Source: an optimization exercise on an open RTL-to-GDS flow (aim: small area, a short achievable clock period and few clock cycles). Production flows keep margins and buffers that such runs may drop.
In this exercise RTL edits were held to simulation tests only and were not proved equivalent to the original.
No activity file was given, so power comes from the tool's default toggle rates.

==> flow/design.v, too long to show whole: its modules and the start of the top module <==
// module rs_round_pack: 17 lines
// module rs_fp_mul: 933 lines
// module rs_fp_add: 78 lines
// module rs_san: 10 lines
// module rs_kernel_rom: 59 lines
// module schlappi_resampler: 335 lines
module schlappi_resampler (
    input  wire         clk,
    input  wire         rst,
    input  wire         cmd_valid,
    output wire         cmd_ready,
    input  wire [31:0]  cmd,
    input  wire [255:0] din,
    output reg          done,
    output wire [255:0] dout,
    output reg          ill
);
  // ...
==> flow/run.sh <==
#!/bin/bash
# synth_recipe.tcl (not shown) runs the flow's synth.tcl, then flattens the netlist and writes it again
# the make line also repeats each setting of config.mk as NAME=value (left out here)
make -C /OpenROAD-flow-scripts/flow DESIGN_CONFIG=/design/flow/config.mk WORK_HOME=/design/flow/orfs CLKGATE_MAP_FILE= SYNTH_SCRIPT=/design/flow/synth_recipe.tcl finish
==> flow/config.mk <==
export PLATFORM = sky130hd
export DESIGN_NAME = schlappi_resampler
export DESIGN_NICKNAME = schlappi_resampler
export VERILOG_FILES = /design/flow/design.v
export SDC_FILE = /design/flow/constraint.sdc
export NUM_CORES = 4
export LEC_CHECK = 0
export CAP_MARGIN = 20
export CORE_MARGIN = 2
export CORE_UTILIZATION = 50
export SLEW_MARGIN = 20
==> flow/constraint.sdc <==
create_clock -name core_clock -period 40.0 [get_ports {clk}]
set_input_delay 8.0000 -clock core_clock [delete_from_list [all_inputs] [get_ports {clk}]]
set_output_delay 8.0000 -clock core_clock [all_outputs]
set_load 0.01 [all_outputs]
==> flow_metrics.env, run 1 <==
export IMPL_setup_ws_ps=26650
export IMPL_max_slew_margin_pct=15.6
export IMPL_internal_power_mw=6.00
export IMPL_synthXorXnorAreaFrac_pct=6.54
export IMPL_ios=550
export IMPL_synth_common_cells="2324 x edfxtp_1, 1746 x inv_1, 1641 x nor2_1"
export IMPL_wl_met3_um=74000
export IMPL_vias=180978
export IMPL_synth_edff_count=2324
export IMPL_grt_pass1_wl_um=1160000
export IMPL_n_fill_cell=40272
export IMPL_worst_path_stages=39
export IMPL_htreeDepth=5
export IMPL_largest_reg_flops=1280
export IMPL_comb_cell_power_mw=1.20
export IMPL_nClkBuffers=446
export IMPL_ys_seq_area_share_pct=38.3
export IMPL_grt_antenna_before_repair=86
export IMPL_use_met2_pct=50.8
export IMPL_p_sw_share_pct=26.9
export IMPL_use_met1_pct=45.2
export IMPL_chipWidth_um=683
export IMPL_buffers=1099
export IMPL_status="complete, no violations"
export IMPL_final_nonclk_buf_share_pct=3.88
export IMPL_drive_gt1_share_pct=10.0
export IMPL_crit_slowest_cell="ha_1"
export IMPL_final_cell_area_mm2=0.254
export IMPL_critical_path_buf_inv_count=2
export IMPL_wl_met1_um=327000
Testbench counts, summed over its fixed seeds: cycles 16,584.
==> module rs_round_pack, before the edit <==
module rs_round_pack (
    input  wire              sign,
    input  wire signed [9:0] e,
    input  wire       [47:0] w,
    output wire       [31:0] y
);
    wire        sub = (e < 10'sd1);
    wire [3:0]  d   = sub ? (4'd1 - e[3:0]) : 4'd0;    
    wire [62:0] sh  = {w, 15'd0} >> d;
    wire [23:0] m   = sh[62:39];
    wire        g   = sh[38];
    wire        st  = |sh[37:0];
    wire [7:0]  ef  = sub ? 8'd0 : (m[23] ? e[7:0] : 8'd0);
    wire        inc = g & (st | m[0]);
    wire [30:0] mag = {ef, m[22:0]} + {30'd0, inc};
    assign y = {sign, mag};
endmodule
==> module rs_fp_add, before the edit <==
module rs_fp_add (
    input  wire [31:0] a,
    input  wire [31:0] b,
    output wire [31:0] y
);
    wire        anz  = a[30:23] != 8'd0;
    wire        bnz  = b[30:23] != 8'd0;
    wire [7:0]  xa   = {a[30:24], a[23] | ~anz};           
    wire [7:0]  xb   = {b[30:24], b[23] | ~bnz};
    wire [23:0] ma   = {anz, a[22:0]};
    wire [23:0] mb   = {bnz, b[22:0]};
    wire [8:0]  dab  = {1'b0, xa} - {1'b0, xb};
    wire [8:0]  dba  = {1'b0, xb} - {1'b0, xa};
    wire        sub  = a[31] ^ b[31];
    wire        fsw  = dab[8];                             
    wire [7:0]  da   = dab[7:0];
    wire [7:0]  db   = dba[7:0];
    wire [26:0] ala  = (db > 8'd26) ? 27'd0 : ({ma, 3'd0} >> db[4:0]);    
    wire [26:0] alb  = (da > 8'd26) ? 27'd0 : ({mb, 3'd0} >> da[4:0]);    
    reg  [23:0] mska, mskb;
    integer k;
    always @* begin
        for (k = 0; k < 24; k = k + 1) begin
            mska[k] = (db > k + 3);
            mskb[k] = (da > k + 3);
        end
    end
    wire        sta  = |(ma & mska);
    wire        stb  = |(mb & mskb);
    wire [26:0] ls   = fsw ? {ala[26:1], ala[0] | sta} : {alb[26:1], alb[0] | stb};
    wire [23:0] mgf  = fsw ? mb : ma;
    wire [7:0]  xgf  = fsw ? xb : xa;
    wire [27:0] lg   = {1'b0, mgf, 3'd0};
    wire [27:0] fs   = sub ? (lg - {1'b0, ls}) : (lg + {1'b0, ls});
    wire        fC   = fs[27];
    wire        fN   = !fs[27] && (fs[26] || !sub);
    wire [23:0] fm   = fC ? fs[27:4] : (fN ? fs[26:3] : fs[25:2]);
    wire        fg   = fC ? fs[3]    : (fN ? fs[2]    : fs[1]);
    wire        fst  = fC ? (|fs[2:0]) : (fN ? (|fs[1:0]) : fs[0]);
    wire [7:0]  fe   = fC ? xgf + 8'd1 : (fN ? (fs[26] ? xgf : 8'd0) : xgf - 8'd1);
    wire        fsg  = fsw ? b[31] : a[31];
    wire        fz   = (fs == 28'd0);
    wire        nsw  = b[30:0] > a[30:0];
    wire        nd1  = (xa != xb);
    wire [23:0] mX   = nsw ? mb : ma;
    wire [23:0] mY   = nsw ? ma : mb;
    wire [7:0]  xgn  = nsw ? xb : xa;
    wire [24:0] nD   = {mX, 1'b0} - (nd1 ? {1'b0, mY} : {mY, 1'b0});
    wire [24:0] lim  = (xgn > 8'd25) ? 25'd0 : (25'h1000000 >> (xgn - 8'd1));
    wire [24:0] srch = nD | lim;
    wire [31:0] sv   = {srch, 7'h7f};
    wire        z16  = (sv[31:16] == 16'd0);
    wire [15:0] s16  = z16 ? sv[15:0] : sv[31:16];
    wire        z8   = (s16[15:8] == 8'd0);
    wire [7:0]  s8   = z8 ? s16[7:0] : s16[15:8];
    wire        z4   = (s8[7:4] == 4'd0);
    wire [3:0]  s4   = z4 ? s8[3:0] : s8[7:4];
    wire        z2   = (s4[3:2] == 2'd0);
    wire [1:0]  s2   = z2 ? s4[1:0] : s4[3:2];
    wire        z1   = !s2[1];
    wire [4:0]  lz   = {z16, z8, z4, z2, z1};
    wire [24:0] nn   = nD << lz;
    wire [23:0] nm   = nn[24:1];
    wire        ng   = nn[0];
    wire [7:0]  ne   = nn[24] ? (xgn - {3'd0, lz}) : 8'd0;
    wire        nsg  = nsw ? b[31] : a[31];
    wire        nz   = (nD == 25'd0);
    wire        near = sub && (dab[8] ? (dba[7:0] <= 8'd1) : (dab[7:0] <= 8'd1));
    wire [23:0] m    = near ? nm  : fm;
    wire        g    = near ? ng  : fg;
    wire        st   = near ? 1'b0 : fst;
    wire [7:0]  ef   = near ? ne  : fe;
    wire        sg   = near ? nsg : fsg;
    wire        zero = near ? nz  : fz;
    wire        inc  = g & (st | m[0]);
    wire [30:0] mag  = {ef, m[22:0]} + {30'd0, inc};
    assign y = zero ? {a[31] & b[31], 31'd0} : {sg, mag};
endmodule
==> module schlappi_resampler, before the edit <==
module schlappi_resampler (
    input  wire         clk,
    input  wire         rst,
    input  wire         cmd_valid,
    output wire         cmd_ready,
    input  wire [31:0]  cmd,
    input  wire [255:0] din,
    output reg          done,
    output wire [255:0] dout,
    output reg          ill
);
    wire [7:0]  op   = cmd[31:24];
    wire [3:0]  fn   = cmd[23:20];
    wire [3:0]  inst = cmd[19:16];
    wire [15:0] imm  = cmd[15:0];
    wire c_nop = (cmd == 32'h00000000);
    wire c_rst = (cmd == 32'h01000000);
    wire c_ups = (op == 8'h10) && (fn == 4'd0) && (inst[3:1] == 3'd0) && (imm == 16'd0);
    wire c_dec = (op == 8'h11) && (fn == 4'd0) && (inst == 4'd0) && (imm == 16'd0);
    localparam [1:0] T_UPS = 2'd0, T_DEC = 2'd1, T_BUB = 2'd2;
    reg [4:0]  fq [0:7];
    reg [2:0]  fq_h, fq_t;
    reg [3:0]  fq_n;
    reg        u_busy;           
    reg [3:0]  u_cnt;
    reg        u_u;              
    reg        u_bank;
    reg [1:0]  u_base;           
    reg [2:0]  u_vc;             
    reg        up_v;             
    reg        up_u, up_bank;
    reg [31:0] up_x;
    reg        d_busy;           
    reg [4:0]  d_cnt;
    reg        d_id;
    reg [2:0]  d_base;           
    reg [2:0]  d_vc;             
    reg        dp_v;             
    reg        dp_id;
    reg [2:0]  dp_base, dp_vc;
    reg        ups_tog, dec_tog;    
    reg [1:0]  bank_used, bank_done;
    reg [1:0]  dr_used, dr_done;
    assign cmd_ready = !up_v && !dp_v && (fq_n[3] == 1'b0);
    wire accept = cmd_valid && cmd_ready;
    wire a_ups = accept && c_ups;
    wire a_dec = accept && c_dec;
    wire a_rst = accept && c_rst;
    reg [31:0] h [0:1][0:3];
    reg [1:0]  hwp [0:1];
    reg [2:0]  hcnt [0:1];
    reg [31:0] z [0:4][0:7];
    reg [2:0]  zwp;
    reg [2:0]  zcnt;
    wire [2:0] zwp_n = (zwp == 3'd4) ? 3'd0 : zwp + 3'd1;
    wire u_free   = !u_busy || (u_cnt == 4'd15);
    wire us_src_p = up_v;
    wire us_want  = up_v || a_ups;
    wire us_bank  = up_v ? up_bank : ups_tog;
    wire us_go    = us_want && u_free && !bank_used[us_bank];
    wire us_u     = up_v ? up_u : inst[0];
    wire [31:0] us_x = up_v ? up_x : din[31:0];
    wire d_free   = !d_busy || (d_cnt == 5'd31);
    wire ds_want  = dp_v || a_dec;
    wire ds_id    = dp_v ? dp_id : dec_tog;
    wire ds_go    = ds_want && d_free && !dr_used[ds_id];
    wire [2:0] ds_base = dp_v ? dp_base : zwp;
    wire [2:0] ds_vc   = dp_v ? dp_vc : ((zcnt == 3'd4) ? 3'd4 : zcnt + 3'd1);
    reg  [4:0] fh;
    reg        f_any;
    wire       ret = f_any && ((fh[4:3] == T_UPS) ? bank_done[fh[2]] :
                               (fh[4:3] == T_DEC) ? dr_done[fh[2]] : 1'b1);
    wire       ret_ups = ret && (fh[4:3] == T_UPS);
    wire       ret_dec = ret && (fh[4:3] == T_DEC);
    wire       ret_bub = ret && (fh[4:3] == T_BUB);
    wire [4:0] fpush  = {c_ups ? T_UPS : (c_dec ? T_DEC : T_BUB),
                         c_ups ? ups_tog : dec_tog,
                         !(c_ups | c_dec | c_nop | c_rst), c_rst};
    wire [2:0] fq_h_n = ret ? fq_h + 3'd1 : fq_h;
    wire [3:0] fq_n_n = fq_n + {3'd0, accept} - {3'd0, ret};
    integer j, b;
    always @(posedge clk) begin
        if (us_go && !rst)
            h[us_u][hwp[us_u]] <= us_x;
        if (!dp_v)
            for (j = 0; j < 8; j = j + 1)
                z[zwp][j] <= din[32*j +: 32];
        if (up_v == 1'b0 && a_ups && !us_go)
            up_x <= din[31:0];
    end
    always @(posedge clk) begin
        if (rst) begin
            fq_h <= 3'd0; fq_t <= 3'd0; fq_n <= 4'd0; f_any <= 1'b0;
            u_busy <= 1'b0; up_v <= 1'b0;
            d_busy <= 1'b0; dp_v <= 1'b0;
            ups_tog <= 1'b0; dec_tog <= 1'b0;
            bank_used <= 2'b00; dr_used <= 2'b00;
            hwp[0] <= 2'd0; hwp[1] <= 2'd0; hcnt[0] <= 3'd0; hcnt[1] <= 3'd0;
            zwp <= 3'd0; zcnt <= 3'd0;
        end else begin
            if (accept) begin
                fq[fq_t] <= fpush;
                fq_t <= fq_t + 3'd1;
            end
            if (ret) fq_h <= fq_h + 3'd1;
            fq_n <= fq_n_n;
            fh    <= (accept && fq_h_n == fq_t) ? fpush : fq[fq_h_n];
            f_any <= (fq_n_n != 4'd0);
            if (a_ups) ups_tog <= !ups_tog;
            if (a_dec) dec_tog <= !dec_tog;
            if (us_go) begin
                u_busy <= 1'b1;
                u_cnt  <= 4'd0;
                u_u    <= us_u;
                u_bank <= us_bank;
                u_base <= hwp[us_u];
                u_vc   <= (a_rst) ? 3'd0 : ((hcnt[us_u] == 3'd4) ? 3'd4 : hcnt[us_u] + 3'd1);
                hwp[us_u] <= hwp[us_u] + 2'd1;
            end else if (u_busy) begin
                u_cnt <= u_cnt + 4'd1;
                if (u_cnt == 4'd15) u_busy <= 1'b0;
            end
            if (a_ups && !us_go) begin
                up_v <= 1'b1; up_u <= inst[0]; up_bank <= ups_tog;
            end else if (us_go) begin
                up_v <= 1'b0;
            end
            if (ds_go) begin
                d_busy <= 1'b1;
                d_cnt  <= 5'd0;
                d_id   <= ds_id;
                d_base <= ds_base;
                d_vc   <= ds_vc;
            end else if (d_busy) begin
                d_cnt <= d_cnt + 5'd1;
                if (d_cnt == 5'd31) d_busy <= 1'b0;
            end
            if (a_dec && !ds_go) begin
                dp_v <= 1'b1; dp_id <= dec_tog; dp_base <= zwp; dp_vc <= ds_vc;
            end else if (ds_go) begin
                dp_v <= 1'b0;
            end
            if (a_rst) begin
                hcnt[0] <= 3'd0; hcnt[1] <= 3'd0; zcnt <= 3'd0;
            end else begin
                if (us_go && hcnt[us_u] != 3'd4) hcnt[us_u] <= hcnt[us_u] + 3'd1;
                if (a_dec) begin
                    zwp <= zwp_n;
                    if (zcnt != 3'd4) zcnt <= zcnt + 3'd1;
                end
            end
            if (a_dec && a_rst) zwp <= zwp;  
            for (b = 0; b < 2; b = b + 1) begin
                if (us_go && us_bank == b[0]) bank_used[b] <= 1'b1;
                else if (ret_ups && fh[2] == b[0]) bank_used[b] <= 1'b0;
                if (ds_go && ds_id == b[0]) dr_used[b] <= 1'b1;
                else if (ret_dec && fh[2] == b[0]) dr_used[b] <= 1'b0;
            end
        end
    end
    wire [1:0]  uj    = u_cnt[1:0];
    wire [1:0]  uslot = u_base - uj;
    wire        uval  = {1'b0, uj} < u_vc;
    wire [31:0] uraw  = uval ? h[u_u][uslot] : 32'd0;
    wire [1:0]  dage  = d_cnt[4:3];
    wire [2:0]  dbank = (d_base >= {1'b0, dage}) ? d_base - {1'b0, dage} : d_base + 3'd5 - {1'b0, dage};
    wire [2:0]  dword = 3'd7 - d_cnt[2:0];
    wire        dval  = {1'b0, dage} < d_vc;
    wire [31:0] draw  = dval ? z[dbank][dword] : 32'd0;
    wire [31:0] usan, dsan;
    rs_san u_su (.a(uraw), .y(usan));
    rs_san u_sd (.a(draw), .y(dsan));
    reg        mu_v, md_v;
    reg [3:0]  mu_cnt;
    reg [4:0]  md_cnt;
    reg        mu_bank, md_id;
    reg [31:0] mu_x, md_x;
    always @(posedge clk) begin
        mu_x <= usan; md_x <= dsan;
        mu_cnt <= u_cnt; md_cnt <= d_cnt;
        mu_bank <= u_bank; md_id <= d_id;
        if (rst) begin
            mu_v <= 1'b0; md_v <= 1'b0;
        end else begin
            mu_v <= u_busy; md_v <= d_busy;
        end
    end
    wire [4:0]  kx = {mu_cnt[1:0], mu_cnt[3:2], 1'b0};
    wire [4:0]  ky = {mu_cnt[1:0], mu_cnt[3:2], 1'b1};
    wire [31:0] kvx, kvy, kvd;
    wire [31:0] ng0, ng1, ng2, nd0, nd1, nd2;
    rs_kernel_rom u_kx (.k_idx(kx), .g_idx(3'd0), .k_val(kvx), .gu_val(ng0), .gd_val(nd0));
    rs_kernel_rom u_ky (.k_idx(ky), .g_idx(3'd0), .k_val(kvy), .gu_val(ng1), .gd_val(nd1));
    rs_kernel_rom u_kd (.k_idx(md_cnt), .g_idx(3'd0), .k_val(kvd), .gu_val(ng2), .gd_val(nd2));
    wire [31:0] px, py, pd;
    rs_fp_mul u_mx (.clk(clk), .x(mu_x), .cs(kvx[31]), .ce(kvx[30:23]), .cf(kvx[22:0]), .y(px));
    rs_fp_mul u_my (.clk(clk), .x(mu_x), .cs(kvy[31]), .ce(kvy[30:23]), .cf(kvy[22:0]), .y(py));
    rs_fp_mul u_md (.clk(clk), .x(md_x), .cs(kvd[31]), .ce(kvd[30:23]), .cf(kvd[22:0]), .y(pd));
    reg        nu_v, nd_v;
    reg [3:0]  nu_cnt;
    reg [4:0]  nd_cnt;
    reg        nu_bank, nd_id;
    always @(posedge clk) begin
        nu_cnt <= mu_cnt; nd_cnt <= md_cnt;
        nu_bank <= mu_bank; nd_id <= md_id;
        if (rst) begin
            nu_v <= 1'b0; nd_v <= 1'b0;
        end else begin
            nu_v <= mu_v; nd_v <= md_v;
        end
    end
    reg        au_v, ad_v;
    reg [3:0]  au_cnt;
    reg [4:0]  ad_cnt;
    reg        au_bank, ad_id;
    reg [31:0] ap_x, ap_y, ap_d;
    always @(posedge clk) begin
        ap_x <= px; ap_y <= py; ap_d <= pd;
        au_cnt <= nu_cnt; ad_cnt <= nd_cnt;
        au_bank <= nu_bank; ad_id <= nd_id;
        if (rst) begin
            au_v <= 1'b0; ad_v <= 1'b0;
        end else begin
            au_v <= nu_v; ad_v <= nd_v;
        end
    end
    reg  [31:0] acc_x, acc_y, acc_d;
    wire [31:0] sx, sy, sd;
    rs_fp_add u_ax (.a(acc_x), .b(ap_x), .y(sx));
    rs_fp_add u_ay (.a(acc_y), .b(ap_y), .y(sy));
    rs_fp_add u_ad (.a(acc_d), .b(ap_d), .y(sd));
    wire fin_u = au_v && (au_cnt[1:0] == 2'd3);
    wire fin_d = ad_v && (ad_cnt == 5'd31);
    reg  [31:0] hold_x, hold_y, hold_d;
    reg         gx_v, gy_v, gd_v;
    reg  [2:0]  gx_i, gy_i;
    reg         gx_bank, gy_bank, gd_id;
    wire        take_d = gd_v && !gx_v && !gy_v;
    always @(posedge clk) begin
        if (rst) begin
            acc_x <= 32'd0; acc_y <= 32'd0; acc_d <= 32'd0;
        end else begin
            if (au_v) begin
                acc_x <= fin_u ? 32'd0 : sx;
                acc_y <= fin_u ? 32'd0 : sy;
            end
            if (ad_v) acc_d <= fin_d ? 32'd0 : sd;
        end
        if (fin_u) hold_x <= sx;
        if (fin_u) hold_y <= sy;
        if (fin_d) hold_d <= sd;
        gx_i <= {au_cnt[3:2], 1'b0};
        gx_bank <= au_bank;
        gy_i <= gx_i + 3'd1;
        gy_bank <= gx_bank;
        if (fin_d) gd_id <= ad_id;
        if (rst) begin
            gx_v <= 1'b0; gy_v <= 1'b0; gd_v <= 1'b0;
        end else begin
            gx_v <= fin_u;
            gy_v <= gx_v;
            if (fin_d) gd_v <= 1'b1;
            else if (take_d) gd_v <= 1'b0;
        end
    end
    wire [2:0]  gidx = gx_v ? gx_i : gy_i;
    wire [31:0] gin  = gx_v ? hold_x : (gy_v ? hold_y : hold_d);
    wire        gdec = !gx_v && !gy_v;
    wire [31:0] gu_v, gd_c, nk;
    rs_kernel_rom u_g (.k_idx(5'd0), .g_idx(gidx), .k_val(nk), .gu_val(gu_v), .gd_val(gd_c));
    wire [31:0] gk = gdec ? gd_c : gu_v;
    wire [31:0] gp, gy;
    rs_fp_mul u_mg (.clk(clk), .x(gin), .cs(gk[31]), .ce(gk[30:23]), .cf(gk[22:0]), .y(gp));
    rs_san    u_os (.a(gp), .y(gy));
    reg        w_sb, w_d, w_bank, w_id, w_last;
    reg [2:0]  w_i;
    always @(posedge clk) begin
        w_bank <= gx_v ? gx_bank : gy_bank;
        w_i    <= gidx;
        w_id   <= gd_id;
        w_last <= gy_v && (gy_i == 3'd7);
        if (rst) begin
            w_sb <= 1'b0; w_d <= 1'b0;
        end else begin
            w_sb <= gx_v || gy_v;
            w_d  <= take_d;
        end
    end
    reg [31:0] sb [0:1][0:7];
    reg [31:0] dr [0:1];
    always @(posedge clk) begin
        if (w_sb) sb[w_bank][w_i] <= gy;
        if (w_d) dr[w_id] <= gy;
    end
    always @(posedge clk) begin
        if (rst) begin
            bank_done <= 2'b00; dr_done <= 2'b00;
        end else begin
            for (b = 0; b < 2; b = b + 1) begin
                if (w_sb && w_last && w_bank == b[0]) bank_done[b] <= 1'b1;
                else if (ret_ups && fh[2] == b[0]) bank_done[b] <= 1'b0;
                if (w_d && w_id == b[0]) dr_done[b] <= 1'b1;
                else if (ret_dec && fh[2] == b[0]) dr_done[b] <= 1'b0;
            end
        end
    end
    reg [31:0] dreg [0:7];
    generate
        genvar g;
        for (g = 0; g < 8; g = g + 1) begin : g_dout
            assign dout[32*g +: 32] = dreg[g];
        end
    endgenerate
    wire clr = rst | (ret_bub & fh[0]);
    always @(posedge clk) begin
        for (b = 0; b < 8; b = b + 1) begin
            if (clr)
                dreg[b] <= 32'd0;
            else if (ret_ups)
                dreg[b] <= sb[fh[2]][b];
            else if (ret_dec && b == 0)
                dreg[b] <= dr[fh[2]];
        end
    end
    always @(posedge clk) begin
        if (rst) begin
            done <= 1'b0;
            ill  <= 1'b0;
        end else begin
            done <= ret;
            if (ret_bub && fh[0])      ill <= 1'b0;
            else if (ret_bub && fh[1]) ill <= 1'b1;
        end
    end
endmodule
==> run 2: changes to the inputs <==
--- a/flow/design.v
+++ b/flow/design.v
@@ -7,8 +7,14 @@
     wire        sub = (e < 10'sd1);
     wire [3:0]  d   = sub ? (4'd1 - e[3:0]) : 4'd0;    
-    wire [62:0] sh  = {w, 15'd0} >> d;
-    wire [23:0] m   = sh[62:39];
-    wire        g   = sh[38];
-    wire        st  = |sh[37:0];
+    wire [24:0] mg  = w[47:23] >> d;
+    wire [23:0] m   = mg[24:1];
+    wire        g   = mg[0];
+    reg  [14:0] lost;
+    integer k;
+    always @* begin
+        for (k = 0; k < 15; k = k + 1)
+            lost[k] = w[23 + k] & (k < d);
+    end
+    wire        st  = (|w[22:0]) | (|lost);
     wire [7:0]  ef  = sub ? 8'd0 : (m[23] ? e[7:0] : 8'd0);
     wire        inc = g & (st | m[0]);
@@ -985,8 +991,15 @@
     wire        fC   = fs[27];
     wire        fN   = !fs[27] && (fs[26] || !sub);
-    wire [23:0] fm   = fC ? fs[27:4] : (fN ? fs[26:3] : fs[25:2]);
-    wire        fg   = fC ? fs[3]    : (fN ? fs[2]    : fs[1]);
-    wire        fst  = fC ? (|fs[2:0]) : (fN ? (|fs[1:0]) : fs[0]);
-    wire [7:0]  fe   = fC ? xgf + 8'd1 : (fN ? (fs[26] ? xgf : 8'd0) : xgf - 8'd1);
+    wire [30:0] vC   = {xgf + 8'd1, fs[26:4]};
+    wire        iC   = fs[3] & ((|fs[2:0]) | fs[4]);
+    wire [30:0] vN   = {fs[26] ? xgf : 8'd0, fs[25:3]};
+    wire        iN   = fs[2] & ((|fs[1:0]) | fs[3]);
+    wire [30:0] vL   = {xgf - 8'd1, fs[24:2]};
+    wire        iL   = fs[1] & (fs[0] | fs[2]);
+    wire [30:0] rC, rN, rL;
+    rs_inc u_iC (.v(vC), .inc(iC), .y(rC));
+    rs_inc u_iN (.v(vN), .inc(iN), .y(rN));
+    rs_inc u_iL (.v(vL), .inc(iL), .y(rL));
+    wire [30:0] fr   = fC ? rC : (fN ? rN : rL);
     wire        fsg  = fsw ? b[31] : a[31];
     wire        fz   = (fs == 28'd0);
@@ -1016,15 +1029,29 @@
     wire        nsg  = nsw ? b[31] : a[31];
     wire        nz   = (nD == 25'd0);
+    wire [30:0] vn0  = {nD[24] ? xgn : 8'd0, nD[23:1]};
+    wire [30:0] rn0;
+    rs_inc u_in (.v(vn0), .inc(nD[0] & nD[1]), .y(rn0));
+    wire [30:0] rn   = srch[24] ? rn0 : {ne, nm[22:0]};
     wire        near = sub && (dab[8] ? (dba[7:0] <= 8'd1) : (dab[7:0] <= 8'd1));
-    wire [23:0] m    = near ? nm  : fm;
-    wire        g    = near ? ng  : fg;
-    wire        st   = near ? 1'b0 : fst;
-    wire [7:0]  ef   = near ? ne  : fe;
+    wire [30:0] mag  = near ? rn  : fr;
     wire        sg   = near ? nsg : fsg;
     wire        zero = near ? nz  : fz;
-    wire        inc  = g & (st | m[0]);
-    wire [30:0] mag  = {ef, m[22:0]} + {30'd0, inc};
     assign y = zero ? {a[31] & b[31], 31'd0} : {sg, mag};
 endmodule
+module rs_inc (
+    input  wire [30:0] v,
+    input  wire        inc,
+    output wire [30:0] y
+);
+    wire [30:0] c;
+    assign c[0] = 1'b1;
+    genvar q;
+    generate
+        for (q = 1; q < 31; q = q + 1) begin : g_c
+            assign c[q] = &v[q-1:0];
+        end
+    endgenerate
+    assign y = v ^ (c & {31{inc}});
+endmodule
 module rs_san (
     input  wire [31:0] a,
@@ -1123,9 +1150,8 @@
     reg        u_u;              
     reg        u_bank;
-    reg [1:0]  u_base;           
+    reg [2:0]  u_base;           
     reg [2:0]  u_vc;             
     reg        up_v;             
     reg        up_u, up_bank;
-    reg [31:0] up_x;
     reg        d_busy;           
     reg [4:0]  d_cnt;
@@ -1144,6 +1170,6 @@
     wire a_dec = accept && c_dec;
     wire a_rst = accept && c_rst;
-    reg [31:0] h [0:1][0:3];
-    reg [1:0]  hwp [0:1];
+    reg [31:0] h [0:1][0:4];
+    reg [2:0]  hwp [0:1];
     reg [2:0]  hcnt [0:1];
     reg [31:0] z [0:4][0:7];
@@ -1151,4 +1177,6 @@
     reg [2:0]  zcnt;
     wire [2:0] zwp_n = (zwp == 3'd4) ? 3'd0 : zwp + 3'd1;
+    wire [2:0] hwp0_n = (hwp[0] == 3'd4) ? 3'd0 : hwp[0] + 3'd1;
+    wire [2:0] hwp1_n = (hwp[1] == 3'd4) ? 3'd0 : hwp[1] + 3'd1;
     wire u_free   = !u_busy || (u_cnt == 4'd15);
     wire us_src_p = up_v;
@@ -1157,5 +1185,4 @@
     wire us_go    = us_want && u_free && !bank_used[us_bank];
     wire us_u     = up_v ? up_u : inst[0];
-    wire [31:0] us_x = up_v ? up_x : din[31:0];
     wire d_free   = !d_busy || (d_cnt == 5'd31);
     wire ds_want  = dp_v || a_dec;
@@ -1177,12 +1204,14 @@
     wire [3:0] fq_n_n = fq_n + {3'd0, accept} - {3'd0, ret};
     integer j, b;
+    reg rst_r;
+    always @(posedge clk) rst_r <= rst;
     always @(posedge clk) begin
-        if (us_go && !rst)
-            h[us_u][hwp[us_u]] <= us_x;
+        if (!up_v) begin
+            h[0][hwp[0]] <= din[31:0];
+            h[1][hwp[1]] <= din[31:0];
+        end
         if (!dp_v)
             for (j = 0; j < 8; j = j + 1)
                 z[zwp][j] <= din[32*j +: 32];
-        if (up_v == 1'b0 && a_ups && !us_go)
-            up_x <= din[31:0];
     end
     always @(posedge clk) begin
@@ -1193,5 +1222,5 @@
             ups_tog <= 1'b0; dec_tog <= 1'b0;
             bank_used <= 2'b00; dr_used <= 2'b00;
-            hwp[0] <= 2'd0; hwp[1] <= 2'd0; hcnt[0] <= 3'd0; hcnt[1] <= 3'd0;
+            hwp[0] <= 3'd0; hwp[1] <= 3'd0; hcnt[0] <= 3'd0; hcnt[1] <= 3'd0;
             zwp <= 3'd0; zcnt <= 3'd0;
         end else begin
@@ -1213,5 +1242,6 @@
                 u_base <= hwp[us_u];
                 u_vc   <= (a_rst) ? 3'd0 : ((hcnt[us_u] == 3'd4) ? 3'd4 : hcnt[us_u] + 3'd1);
-                hwp[us_u] <= hwp[us_u] + 2'd1;
+                if (us_u) hwp[1] <= hwp1_n;
+                else      hwp[0] <= hwp0_n;
             end else if (u_busy) begin
                 u_cnt <= u_cnt + 4'd1;
@@ -1257,5 +1287,5 @@
     end
     wire [1:0]  uj    = u_cnt[1:0];
-    wire [1:0]  uslot = u_base - uj;
+    wire [2:0]  uslot = (u_base >= {1'b0, uj}) ? u_base - {1'b0, uj} : u_base + 3'd5 - {1'b0, uj};
     wire        uval  = {1'b0, uj} < u_vc;
     wire [31:0] uraw  = uval ? h[u_u][uslot] : 32'd0;
@@ -1335,5 +1365,5 @@
     wire        take_d = gd_v && !gx_v && !gy_v;
     always @(posedge clk) begin
-        if (rst) begin
+        if (rst_r) begin
             acc_x <= 32'd0; acc_y <= 32'd0; acc_d <= 32'd0;
         end else begin
@@ -1409,5 +1439,5 @@
         end
     endgenerate
-    wire clr = rst | (ret_bub & fh[0]);
+    wire clr = rst_r | (ret_bub & fh[0]);
     always @(posedge clk) begin
         for (b = 0; b < 8; b = b + 1) begin
==> flow_metrics.env, run 2 <==
export IMPL_status="complete, no violations"
export IMPL_netlist_area_mm2=0.236
export IMPL_cpPeakStageDelay_ps=820
export IMPL_crit_slowest_cell="xor2_1"
export IMPL_first_global_vias=178773
export IMPL_rsz0062_at_grt="false"
export IMPL_crit_family="compound AO/OA/AOI/OAI gates"
export IMPL_cellLeakagePower_nw=97.7
export IMPL_yosysMostFrequentCell="edfxtp_1"
export IMPL_setup_tns_ps=0
export IMPL_synth_top_area_cell="edfxtp_1"
export IMPL_synth_common_cells="2357 x edfxtp_1, 1830 x inv_1, 1690 x nand2_1"
export IMPL_cpMostUsedCell="o21ai_0"
export IMPL_layout_commonest_cell="edfxtp_1"
export IMPL_fin_skew_ps=112
export IMPL_hold_path_class="flip-flop to flip-flop"
export IMPL_yosys_top_cells_area="edfxtp_1 30%, fa_1 8.0%, dfxtp_1 7.8%"
export IMPL_clk_pin_slew_worst_paths_ps=60
export IMPL_crit_arrival_ps=13430
export IMPL_cts_setup_buffers=0
export IMPL_vias_per_cell=6.29
export IMPL_startpoint_type="flip-flop"
export IMPL_holdPathEnd="ap_d[31]"
export IMPL_cp_max_fo=71
export IMPL_drc=0
export IMPL_worstReg2RegStart="ap_y[30]"
export IMPL_post_dp_cell_area_mm2=0.248
export IMPL_htreeDepth=5
export IMPL_synth_top_cell_area_share_pct=30.0
export IMPL_drv_slew=0
export IMPL_top_register="z"
export IMPL_portBuffers=549
export IMPL_dr_pass1_iters=10
export IMPL_p_per_area_mw_per_mm2=42.2
export IMPL_cap_violations=0
export IMPL_syn_to_final_growth_pct=10.2
export IMPL_required_ps=40660
export IMPL_final_cell_area_mm2=0.260
export IMPL_path_class="flip-flop to flip-flop"
export IMPL_grt_pass1_wl_um=1190000
export IMPL_synth_ff_latch_count=3281
export IMPL_fin_crit_sh_pct=31.9
export IMPL_period_needed_ps=12780
export IMPL_gr_total_overflow=0
export IMPL_r2r_cells=41
export IMPL_chipWidth_um=691
export IMPL_holdPathStages=0
export IMPL_cts_hold_repair_buffers=0
export IMPL_coreArea_mm2=0.470
export IMPL_grt_max_degree=223
export IMPL_start_util_pct=50.1
export IMPL_tightest_slew_ps=1280
export IMPL_yosysUniqueCellTypes=150
export IMPL_hold_violations=0
export IMPL_vdd_drop_max_uv=53.0
export IMPL_wl_um=802000
export IMPL_syn_mean_instance_area_um2=10.2
export IMPL_final_nets=25261
export IMPL_synth_edff_count=2357
export IMPL_n_fill_cell=41320
export IMPL_place_hpwl_um=568000
export IMPL_min_from="u_md.sgn"
export IMPL_syn_nets=25372
export IMPL_ios=550
export IMPL_ff2ff_setup_slack_ps=27220
export IMPL_ys_flop_type="edfxtp_1"
export IMPL_syn_inst=23151
export IMPL_ys_warn_count=7
export IMPL_dieArea_mm2=0.477
export IMPL_ctsResizeCount=0
export IMPL_cts_tree="yes"
export IMPL_cts_sinks=3281
export IMPL_rows=252
export IMPL_vias=186054
export IMPL_grt_total_usage_pct=32.6
export IMPL_postSynth_asyncResetShare_pct=0
export IMPL_grt_antenna_before_repair=100
export IMPL_ys_seq_area_share_pct=37.9
export IMPL_r2r_end="hold_y[30]"
export IMPL_postRouteAntennaNets=0
export IMPL_cts_made_buffers=354
export IMPL_max_slew_margin_pct=14.0
export IMPL_root_buffer="clkbuf_16"
export IMPL_setup_viol=0
export IMPL_place_congestion=0.993
export IMPL_drtIter0Drc=21478
export IMPL_drive_gt1_share_pct=9.48
export IMPL_layout_common_cells="2357 x edfxtp_1, 1828 x inv_1, 1686 x nand2_1"
export IMPL_largest_reg_flops=1280
export IMPL_max_freq_ghz=0.0783
export IMPL_routedWlPerCell_um=27.1
export IMPL_end_kind="flip-flop"
export IMPL_cts_buffer_depth=4
export IMPL_critical_path_buf_inv_count=6
export IMPL_clkLatencyLatePin_ps=1020
export IMPL_fp_dieH_um=691
run 2: changes by cell type after synthesis, sizes merged, moves of 44 or more:
| cell | delta |
|---|---|
| a311oi | +51 |
| xor2 | +64 |
| nand2 | +75 |
| ha | +96 |
| o22ai | +73 |
| inv | +78 |
| a211oi | +44 |
| and2 | +69 |
| xnor2 | +151 |
| nor4 | +52 |
| mux2i | -75 |
run 2: metrics by stage:
step / cells / hold slack [ps] / power, mW / setup slack, ps / util (%)
after global routing: 29574 / 329 / 11.4 / 26510 / 55.3
final: 29582 / 325 / 11.0 / 27220 / 55.3
after floorplan: 23151 / 310 / 6.26 / 13600 / -
after CTS: 29564 / 325 / 10.9 / 27440 / 55.2
after detailed placement: 28905 / 312 / 7.61 / 27490 / 52.8
after global placement: 28905 / 310 / 7.62 / 27570 / 52.8
run 2: layout make-up:
class	count	area [um2]	area share [%]
clock inverters	195	2220	0.854
repair buffers	1081	9610	3.70
flip-flops and latches	3281	89300	34.4
inverters	1858	6990	2.69
diodes	16	40.0	0.0154
clock buffers	464	9440	3.64
well taps	6223	7790	3.00
multi-input cells	16464	134000	51.7
run 2: layer usage:
metal | global-route usage, % | vias to the layer above | routed length, um
met5 | 0 | - | 644
met4 | 10.7 | 100 | 30400
met3 | 6.28 | 1657 | 72200
met2 | 50.9 | 8692 | 361000
met1 | 45.5 | 91990 | 338000
li1 | - | 83615 | -
run 2: worst register-to-register path: cells and delay by family (launching register included):
kind	cells	cell delay [ps]
AO/OA/AOI/OAI	17	4510
XOR/XNOR	2	910
adder cells (fa/ha/maj)	3	1230
buffers and inverters	6	2040
flip-flops	1	350
AND/OR/NAND/NOR	13	3480
run 2: cell families (layout without fill, tap and decap cells):
group,after synthesis,in the layout,synth area share (%)
DFF,3281,3281,37.9
and+or+nand+nor,5549,5549,11.0
adders and majority gates,1939,1939,13.3
AOI/OAI and AO/OA,5518,5518,15.9
xor gates and xnor gates,1934,1934,7.20
other,0,16,0
buffers and inverters,3406,3598,5.52
muxes,1524,1524,9.17
run 2: how the worst max path moves through the flow:
stage | start | to | slack, ps | depth (start not counted)
2_1_floorplan | dp_v | z[16][0] | 13600 | 3
3_3_place_gp | ap_y[30] | hold_y[30] | 27570 | 41
3_5_place_dp | ap_y[30] | hold_y[30] | 27490 | 41
4_1_cts | ap_y[30] | hold_y[30] | 27440 | 41
5_1_grt | ap_y[30] | hold_y[30] | 26510 | 41
6_report | ap_y[30] | hold_y[30] | 27220 | 41
run 2: power by group:
group / switching [mW] / total (mW) / internal (mW)
combinational: 2.41 / 3.70 / 1.29
clock: 1.44 / 3.32 / 1.87
sequential: 0.156 / 3.94 / 3.79
total: 4.01 / 11.0 / 6.95
Testbench counts of run 2, summed over its fixed seeds: cycles 16,584.
==> run 3: changes to the inputs <==
--- a/flow/config.mk
+++ b/flow/config.mk
@@ -8,4 +8,4 @@
 export CAP_MARGIN = 20
 export CORE_MARGIN = 2
-export CORE_UTILIZATION = 50
+export CORE_UTILIZATION = 62
 export SLEW_MARGIN = 20
==> flow_metrics.env, run 3 <==
export IMPL_cp_startpoint="ap_y[26]"
export IMPL_period_needed_ps=12660
export IMPL_coreArea_mm2=0.379
export IMPL_cts_made_buffers=337
export IMPL_first_global_vias=183569
export IMPL_max_freq_ghz=0.0790
export IMPL_routedWlPerCell_um=28.6
export IMPL_grt_pass1_wl_um=1190000
export IMPL_crit_arrival_ps=13310
export IMPL_net_switching_power_mw=4.03
export IMPL_cap_violations=0
export IMPL_drtIter0Drc=26407
export IMPL_grt_total_usage_pct=41.0
export IMPL_comb_power_share_pct=33.8
export IMPL_layout_commonest_cell="edfxtp_1"
export IMPL_gr_total_overflow=0
export IMPL_drc=0
export IMPL_yosys_top_cells_area="edfxtp_1 30%, fa_1 8.0%, dfxtp_1 7.8%"
export IMPL_cts_setup_buffers=0
export IMPL_cts_tree="yes"
export IMPL_synth_ff_latch_count=3281
export IMPL_postRouteAntennaNets=0
export IMPL_rsz0062_at_grt="false"
export IMPL_r2r_cells=39
export IMPL_chipWidth_um=621
export IMPL_cp_max_fo=73
export IMPL_holdPathStages=0
export IMPL_cts_hold_repair_buffers=0
export IMPL_status="complete, no violations"
export IMPL_crit_path_end="hold_y[30]"
export IMPL_end_kind="flip-flop"
export IMPL_hold_path_class="flip-flop to flip-flop"
export IMPL_drv_slew=0
export IMPL_cellLeakagePower_nw=97.5
export IMPL_fin_crit_sh_pct=31.7
export IMPL_yosysUniqueCellTypes=150
export IMPL_setup_tns_ps=0
export IMPL_clk_pin_slew_worst_paths_ps=70
export IMPL_ys_warn_count=7
export IMPL_startpoint_type="flip-flop"
export IMPL_post_dp_cell_area_mm2=0.246
export IMPL_setup_viol=0
export IMPL_ff2ff_setup_slack_ps=27340
export IMPL_vias=192861
export IMPL_clkLatencyLatePin_ps=1010
export IMPL_path_class="flip-flop to flip-flop"
export IMPL_wl_um=810000
export IMPL_syn_mean_instance_area_um2=10.2
export IMPL_place_inst=27689
export IMPL_largest_reg_flops=1280
export IMPL_synth_common_cells="2357 x edfxtp_1, 1830 x inv_1, 1690 x nand2_1"
export IMPL_max_slew_margin_pct=12.3
export IMPL_dr_pass1_iters=9
export IMPL_root_buffer="clkbuf_16"
export IMPL_p_seq_share_pct=36.2
export IMPL_tightest_slew_ps=1300
export IMPL_required_ps=40650
export IMPL_drive_gt1_share_pct=9.42
export IMPL_final_nets=25234
export IMPL_crit_slowest_cell="xor2_1"
export IMPL_layout_common_cells="2357 x edfxtp_1, 1828 x inv_1, 1686 x nand2_1"
export IMPL_hold_violations=0
export IMPL_syn_nets=25372
export IMPL_cts_buffer_depth=4
export IMPL_top_register="z"
export IMPL_cts_sinks=3281
export IMPL_cpMostUsedCell="o21ai_0"
export IMPL_fin_cells=28359
export IMPL_postSynth_asyncResetShare_pct=0
export IMPL_synth_top_cell_area_share_pct=30.0
export IMPL_cpPeakStageDelay_ps=750
export IMPL_internal_power_mw=6.91
export IMPL_grt_antenna_before_repair=85
export IMPL_htreeDepth=5
export IMPL_ys_seq_area_share_pct=37.9
export IMPL_synth_top_area_cell="edfxtp_1"
export IMPL_p_sw_share_pct=36.8
export IMPL_syn_to_final_growth_pct=9.43
export IMPL_yosysMostFrequentCell="edfxtp_1"
export IMPL_ys_flop_type="edfxtp_1"
export IMPL_portBuffers=549
export IMPL_p_per_area_mw_per_mm2=42.4
export IMPL_r2r_end="hold_y[30]"
export IMPL_worstReg2RegStart="ap_y[26]"
export IMPL_final_cell_area_mm2=0.258
export IMPL_start_util_pct=62.3
export IMPL_clkPwrFrac_pct=30.0
export IMPL_netlist_area_mm2=0.236
export IMPL_ctsResizeCount=0
export IMPL_vias_per_cell=6.80
export IMPL_dieArea_mm2=0.385
export IMPL_fp_dieH_um=621
export IMPL_place_congestion=1.02
export IMPL_place_hpwl_um=554000
export IMPL_grt_max_degree=230
export IMPL_ios=550
export IMPL_syn_inst=23151
export IMPL_vdd_drop_max_uv=52.3
export IMPL_synth_edff_count=2357
export IMPL_rows=226
export IMPL_fin_skew_ps=95.0
## run 3: cell types whose count changed in the layout (fill, tap and decap cells not counted), moves of 4 or more
cell and delta:
diode_2 +26, clkbuf_1 -22, clkbuf_8 +16, buf_4 -14, clkbuf_16 -11, clkinv_1 -9
clkinv_2 -8, inv_6 +7, o21ai_1 +7, clkinv_16 -6, buf_6 +4, nor2_2 -4
## run 3: how the worst min path moves through the flow
stage | start | endpoint | slack [ps]
2_1_floorplan | nd_cnt[0] | ad_cnt[0] | 310
3_3_place_gp | nu_cnt[1] | au_cnt[1] | 310
3_5_place_dp | md_cnt[4] | nd_cnt[4] | 310
4_1_cts | md_cnt[2] | nd_cnt[2] | 330
5_1_grt | nd_cnt[0] | ad_cnt[0] | 320
6_report | md_cnt[2] | nd_cnt[2] | 330
## run 3: power groups by stage
stage	sequential [mW]	clock, mW	combinational [mW]
2_1_floorplan	3.97	0	2.29
3_3_place_gp	4.01	0	3.57
3_5_place_dp	4.02	0	3.55
4_1_cts	3.95	3.29	3.57
5_1_grt	3.97	3.41	3.92
6_report	3.96	3.28	3.70
## run 3: cell type report
| cell class | count | area [um2] |
|---|---|---|
| clock inverters | 180 | 1980 |
| diodes | 42 | 105 |
| multi-input cells | 16464 | 134000 |
| clock buffers | 447 | 9310 |
| repair buffers | 1071 | 9600 |
| inverters | 1858 | 6990 |
| fillers | 28403 | 121000 |
| well taps | 5016 | 6280 |
| flip-flops and latches | 3281 | 89300 |
## run 3: critical path: cells and delay by family, from the launching register on
kind / cells / cell delay [ps]
AOI/OAI and AO/OA: 18 / 5340
xor gates and xnor gates: 2 / 840
adders and majority gates: 3 / 1490
buffers and inverters: 5 / 1770
DFF: 1 / 400
and+or+nand+nor: 11 / 2500
## run 3: metal layers
layer | wire length, um | part of all wire, % | vias to the layer above | global-route usage (%)
met5 | 838 | 0.10 | - | 0.455
met4 | 44100 | 5.4 | 86 | 19.3
met3 | 97100 | 12 | 2454 | 10.1
met2 | 356000 | 44 | 12887 | 62.0
met1 | 312000 | 38 | 93854 | 55.5
li1 | - | - | 83580 | -
## run 3: kinds of logic (layout without fill, tap and decap cells)
family | count (synthesis) | count (layout) | share of synthesized area, %
AOI/OAI and AO/OA | 5518 | 5518 | 15.9
xor gates and xnor gates | 1934 | 1934 | 7.20
adders and majority gates | 1939 | 1939 | 13.3
buffers and inverters | 3406 | 3556 | 5.52
DFF | 3281 | 3281 | 37.9
muxes | 1524 | 1524 | 9.17
other | 0 | 42 | 0
and+or+nand+nor | 5549 | 5549 | 11.0
## run 3: per-stage QoR
step                      hold slack [ps]  power, mW  utilization (%)  worst slack [ps]
final                                 326       10.9             68.1             27340
after global routing                  324       11.3             68.1             26660
after CTS                             327       10.8             68.1             27580
after detailed placement              312       7.57             65.1             27600
after global placement                310       7.58             65.1             27630
after floorplan                       310       6.26                -             13600

==> port drivers added, routing unchanged <==
The flow's constraints put no driver on any port. The routed layouts listed below were extracted and timed again, unchanged, in two steps. Step 1 (the two cells are an assumption about what drives the block):
set clk [get_ports {clk}]
set_driving_cell -lib_cell sky130_fd_sc_hd__clkbuf_16 $clk
set_driving_cell -lib_cell sky130_fd_sc_hd__buf_2 [delete_from_list [all_inputs] $clk]
Step 2 also shifts input and output timing later by t, the mid clock arrival at the registers, as if the neighbouring blocks saw the same clock. Slacks: no drivers / after step 1 / after step 2; pairs: no drivers / after step 1.
| run | t, ns | setup WS [ns] | worst slew at a driven data input, ns |
|---|---|---|---|
| run 1 | 1.047 | 26.652 / 26.652 / 26.652 | 0.19 |
| run 2 | 1.072 | 27.224 / 27.224 / 27.224 | 0.27 |
| run 3 | 1.082 | 27.337 / 27.337 / 27.337 | 0.19 |
After both steps every run listed still meets setup and hold.
